What follows belongs to an exercise in optimizing a design on an open flow for small area, a short achievable clock period and few clock cycles per item; a production flow would make more cautious choices.
Only simulation tests tie the RTL to the original design; equivalence was not proved.
Power and IR drop assume default switching activity.

==> flow/design.v <==
module grayscale_rasterizer (
    input  wire        clk,
    input  wire        rst,
    input  wire        cmd_valid,
    output wire        cmd_ready,
    input  wire [39:0] cmd_word,
    input  wire        cmd_dec_ok,
    input  wire [7:0]  cmd_w,
    input  wire [7:0]  cmd_h,
    output wire [12:0] pix_addr,
    input  wire [7:0]  pix_rdata,
    output wire        tx_valid,
    output wire [7:0]  tx_data,
    output wire        tx_last,
    input  wire        tx_ready,
    input  wire        tx_err,
    output reg         log_valid,
    output wire [31:0] log_rec
);
    localparam [3:0] S_IDLE = 4'd0,
                     S_CHK  = 4'd1,
                     S_DIV  = 4'd2,
                     S_H0   = 4'd3,
                     S_H1   = 4'd4,
                     S_H2   = 4'd5,
                     S_P    = 4'd6,
                     S_PB   = 4'd7,
                     S_DONE = 4'd8,
                     S_Z    = 4'd9;
    localparam [1:0] C_OK = 2'd0, C_ILL = 2'd1, C_UNR = 2'd2, C_OOB = 2'd3;
    localparam [2:0] T_NONE  = 3'b000,
                     T_HDR   = 3'b001,
                     T_ZERO  = 3'b010,    
                     T_FULL  = 3'b100,    
                     T_FULLZ = 3'b110;    
    reg  [3:0]  state;
    reg  [7:0]  base_q;
    reg         fv_q, fh_q;
    reg  [7:0]  w_q, h_q;
    reg         cwa_q, cwb_q, dok_q;    
    reg  [6:0]  dq_q;
    reg  [5:0]  dr_q;
    reg  [7:0]  ra_q, rb_q;
    reg  [5:0]  ca_q, cb_q;
    reg  [3:0]  seg_q;
    reg  [7:0]  bidx_q;
    reg  [12:0] addr_q;
    reg  [2:0]  t1_q, t2_q;
    reg  [3:0]  lo_q;
    reg  [1:0]  hidx_q;
    reg  [1:0]  cnt_q;
    reg         idle_q;      
    reg         pbw_q;       
    reg         ub_q;        
    reg         tv_q, tl_q, hv_q;
    reg  [7:0]  td_q;
    reg  [8:0]  hd_q;
    reg         lk24_q, lk25_q, lk26_q, ls16_q, ls17_q;
    reg  [3:0]  lidx_q;
    assign log_rec = {5'd0, lk26_q, lk25_q, lk24_q, 5'd0, ls17_q, ls17_q, ls16_q,
                      base_q, 4'd0, lidx_q};
    assign cmd_ready = idle_q;
    assign pix_addr  = addr_q;
    assign tx_valid  = tv_q;
    assign tx_data   = td_q;
    assign tx_last   = tl_q;
    wire cmd_oob = (w_q == 8'd0) || (w_q > 8'd64) || (h_q == 8'd0) || (h_q > 8'd128);
    wire [1:0] code_q = !(cwa_q & cwb_q) ? C_ILL :
                        !dok_q           ? C_UNR :
                        cmd_oob          ? C_OOB : C_OK;
    wire chunk_start = (bidx_q[5:0] == 6'd0);
    wire use_b  = ub_q;
    wire [7:0] rc = use_b ? rb_q : ra_q;
    wire [5:0] cc = use_b ? cb_q : ca_q;
    wire frz = rc[7];
    wire [6:0] cc1   = {1'b0, cc} + 7'd1;
    wire       cwrap = (cc1 == w_q[6:0]);
    wire [7:0] inc_r = (cwrap && !frz) ? rc + 8'd1 : rc;
    wire [5:0] inc_c = cwrap ? 6'd0 : cc1[5:0];
    wire [6:0] js    = {1'b0, cc} + {1'b0, dr_q};
    wire [7:0] jt    = {1'b0, js} - w_q;
    wire       jcy   = !jt[7];
    wire [5:0] jmp_c = jcy ? jt[5:0] : js[5:0];
    wire [7:0] jsum  = rc + {1'b0, dq_q} + {7'd0, jcy};
    wire [7:0] jmp_r = frz ? rc : jsum;
    wire       odd_n = w_q[0] & h_q[0];
    wire [7:0] vrow  = odd_n ? inc_r : rc;
    wire       cvld  = (vrow < h_q);
    wire [6:0] img_r = fv_q ? rc[6:0] : (h_q[6:0] + ~rc[6:0]);
    wire [5:0] img_c = fh_q ? (w_q[5:0] + ~cc) : cc;
    wire take  = tv_q & tx_ready;
    wire freet = ~tv_q | tx_ready;
    wire kill  = take & tl_q & tx_err;
    wire tdir    = (t1_q == T_NONE) & (t2_q == T_NONE) & ~tag[2];
    wire tshort  = (t1_q == T_NONE) & ~tag[2];
    wire [2:0] acode = tdir ? tag : t2_q;
    wire arr     = (acode != T_NONE);
    wire arr_hdr = (acode == T_HDR);
    wire arr_lst = acode[0] & (acode[2] | acode[1]);
    wire [3:0] hi_n = (acode[2] & ~acode[1]) ? pix_rdata[7:4] : 4'd0;
    wire [7:0] hdr_b = (hidx_q == 2'd0) ? 8'h23 :
                       (hidx_q == 2'd1) ? (base_q + {6'd0, seg_q[3:2]}) :
                                          {6'd0, seg_q[1:0]};
    wire [7:0] arr_b = arr_hdr ? hdr_b : {hi_n, lo_q};
    wire go = ~cnt_q[1];
    wire last_b = (bidx_q == 8'd255);
    wire [3:0] st_after = (seg_q == 4'd15) ? S_DONE : S_H0;
    reg  [3:0] st_n;
    reg  [2:0] tag;
    reg        iss;       
    reg        adv;       
    reg        upd_a, upd_b, jmp_b;
    always @(*) begin
        st_n  = state;
        tag   = T_NONE;
        iss   = 1'b0;
        adv   = 1'b0;
        upd_a = 1'b0;
        upd_b = 1'b0;
        jmp_b = 1'b0;
        case (state)
            S_IDLE: if (cmd_valid) st_n = S_CHK;
            S_CHK:  st_n = (code_q == C_OK) ? S_DIV : S_IDLE;
            S_DIV:  if (!jcy) st_n = S_H0;
            S_H0: if (go) begin tag = T_HDR; iss = 1'b1; st_n = S_H1; end
            S_H1: if (go) begin tag = T_HDR; iss = 1'b1; st_n = S_H2; end
            S_H2: if (go) begin tag = T_HDR; iss = 1'b1; st_n = S_P;  end
            S_P: if (cvld) begin
                upd_a = 1'b1;
                jmp_b = chunk_start;
                st_n  = S_PB;
            end else begin
                st_n  = S_Z;
            end
            S_Z: if (go) begin
                tag = {2'b01, last_b};
                iss = 1'b1;
                adv = 1'b1;
                if (last_b) st_n = st_after;
            end
            S_PB: if (go) begin
                iss   = 1'b1;
                upd_b = 1'b1;
                tag   = {1'b1, ~cvld, last_b};
                adv   = 1'b1;
                st_n  = last_b ? st_after : S_P;
            end
            S_DONE: if (cnt_q == 2'd0) st_n = S_IDLE;
            default: st_n = S_IDLE;
        endcase
    end
    wire [1:0] cnt_n = cnt_q + {1'b0, iss} - {1'b0, take};
    always @(posedge clk) begin
        cwa_q <= (cmd_word[39:32] == 8'h01) && (cmd_word[31:26] == 6'd0);
        cwb_q <= (cmd_word[25:10] == 16'd0);
        dok_q <= cmd_dec_ok;
        if (state == S_IDLE) begin
            base_q <= cmd_word[7:0];
            fv_q   <= cmd_word[8];
            fh_q   <= cmd_word[9];
            w_q    <= cmd_w;
            h_q    <= cmd_h;
        end else if (state == S_CHK && code_q == C_ILL) begin
            base_q <= 8'd0;
        end
        if (state == S_CHK) begin
            dq_q   <= 7'd1;
            dr_q   <= -w_q[5:0];
            rb_q   <= 8'd0;
            cb_q   <= 6'd0;
            seg_q  <= 4'd0;
            bidx_q <= 8'd0;
        end else begin
            if (state == S_DIV && jcy) begin
                dq_q <= jsum[6:0];
                dr_q <= jt[5:0];
            end
            if (upd_a) begin
                ra_q <= inc_r;
                ca_q <= inc_c;
            end
            if (jmp_b) begin
                rb_q <= jmp_r;
                cb_q <= jmp_c;
            end else if (upd_b) begin
                rb_q <= inc_r;
                cb_q <= inc_c;
            end
            if (adv) begin
                bidx_q <= bidx_q + 8'd1;
                if (last_b) seg_q <= seg_q + 4'd1;
            end
        end
        if (!pbw_q) addr_q <= {img_r, img_c};
        lo_q   <= t1_q[2] ? pix_rdata[7:4] : 4'd0;
        if (arr) hd_q <= {arr_lst, arr_b};
        if (freet) begin
            td_q <= hv_q ? hd_q[7:0] : arr_b;
            tl_q <= hv_q ? hd_q[8]   : arr_lst;
        end
        ub_q <= (st_n == S_PB) ||
                ((state == S_CHK) ? 1'b1 : adv ? (bidx_q[5:0] == 6'd63) : chunk_start);
        lk24_q <= (state == S_CHK) ? (code_q == C_ILL || code_q == C_UNR) : 1'b1;
        lk25_q <= (state == S_CHK) ? (code_q == C_OOB) : 1'b1;
        lk26_q <= (state == S_CHK) ? (code_q == C_ILL) : 1'b0;
        ls16_q <= (state == S_CHK) ? (code_q != C_ILL) : 1'b0;
        ls17_q <= (state != S_CHK);
        lidx_q <= (state == S_CHK) ? 4'd0 : seg_q - 4'd1;
        if (rst) begin
            state     <= S_IDLE;
            t1_q      <= T_NONE;
            t2_q      <= T_NONE;
            cnt_q     <= 2'd0;
            tv_q      <= 1'b0;
            hv_q      <= 1'b0;
            hidx_q    <= 2'd0;
            idle_q    <= 1'b1;
            pbw_q     <= 1'b0;
            log_valid <= 1'b0;
        end else if (kill) begin
            state     <= S_IDLE;
            t1_q      <= T_NONE;
            t2_q      <= T_NONE;
            cnt_q     <= 2'd0;
            tv_q      <= 1'b0;
            hv_q      <= 1'b0;
            hidx_q    <= 2'd0;
            idle_q    <= 1'b1;
            pbw_q     <= 1'b0;
            log_valid <= 1'b1;
        end else begin
            state     <= st_n;
            idle_q    <= (st_n == S_IDLE);
            t1_q      <= tshort ? T_NONE : tag;
            t2_q      <= (tshort & ~tdir) ? tag : t1_q;
            cnt_q     <= cnt_n;
            pbw_q     <= (st_n == S_PB) & cnt_n[1];
            if (freet) tv_q <= hv_q | arr;
            hv_q      <= freet ? (hv_q & arr) : (hv_q | arr);
            if (arr_hdr) hidx_q <= (hidx_q == 2'd2) ? 2'd0 : hidx_q + 2'd1;
            log_valid <= (state == S_CHK) && (code_q != C_OK);
        end
    end
endmodule
export LEC_CHECK = 0
export CAP_MARGIN = 20
export CORE_MARGIN = 2
export CORE_UTILIZATION = 80
export CTS_BUF_LIST = sky130_fd_sc_hd__clkbuf_4 sky130_fd_sc_hd__clkbuf_8
export CTS_CLUSTER_DIAMETER = 60
export SLEW_MARGIN = 20
create_clock -name core_clock -period 28.0 [get_ports {clk}]
standard.sh (not shown) runs the stock make flow with config.mk's settings and CLKGATE_MAP_FILE= SYNTH_SCRIPT=/design/flow/synth_recipe.tcl, a recipe that flattens the netlist after the stock synthesis.
==> flow/flow/run.sh <==
#!/bin/bash
set -euo pipefail
export BUFFER_PORTS_ARGS="-buffer_cell sky130_fd_sc_hd__buf_1"
bash standard.sh > standard.log 2>&1
The first run finished clean.
Testbench counts at the start, summed over its fixed seeds: cycles 353,278, frames 768.
==> next run, changes <==
--- a/flow/config.mk
+++ b/flow/config.mk
@@ -10,3 +10,2 @@
-export CORE_UTILIZATION = 80
-export CTS_BUF_LIST = sky130_fd_sc_hd__clkbuf_4 sky130_fd_sc_hd__clkbuf_8
-export CTS_CLUSTER_DIAMETER = 60
+export CORE_UTILIZATION = 75
+export CTS_BUF_LIST = sky130_fd_sc_hd__clkbuf_8
=> The changed run went through all stages and came out clean. Setup slack improves by 58 ps. Via count falls by 7.1%. Total power drops by 6.6%. Design area fell by 0.51%.

-- separate check: timing with driven ports --
The flow's constraints put no driver on any port. The routed layouts listed below were extracted and timed again, unchanged, in two steps.
Step 1, drivers: a clkbuf_16 drives clk and a buf_2 each remaining input, both assumed.
Step 2, shift: input delay + t, output delay - t, t = (earliest + latest rising clock arrival at the registers) / 2. This alone moves slack from input paths to output paths.
Slacks: ideal / step 1 / step 2; pairs: ideal / step 1.
run | t, ns | setup slack, ns | worst setup path after step 2 | clock arrival spread, ns | cell pins on the clock port's net
the first run | 0.477 | 21.271 / 21.242 / 20.902 | input to register | 0.016 / 0.016 | 1
the second run | 0.483 | 21.329 / 21.302 / 20.921 | input to register | 0.017 / 0.017 | 1
After both steps setup and hold are still met in every run listed. For the second run, which loses most, drivers alone change the setup slack by -0.027 ns; drivers and shift together by -0.408 ns.
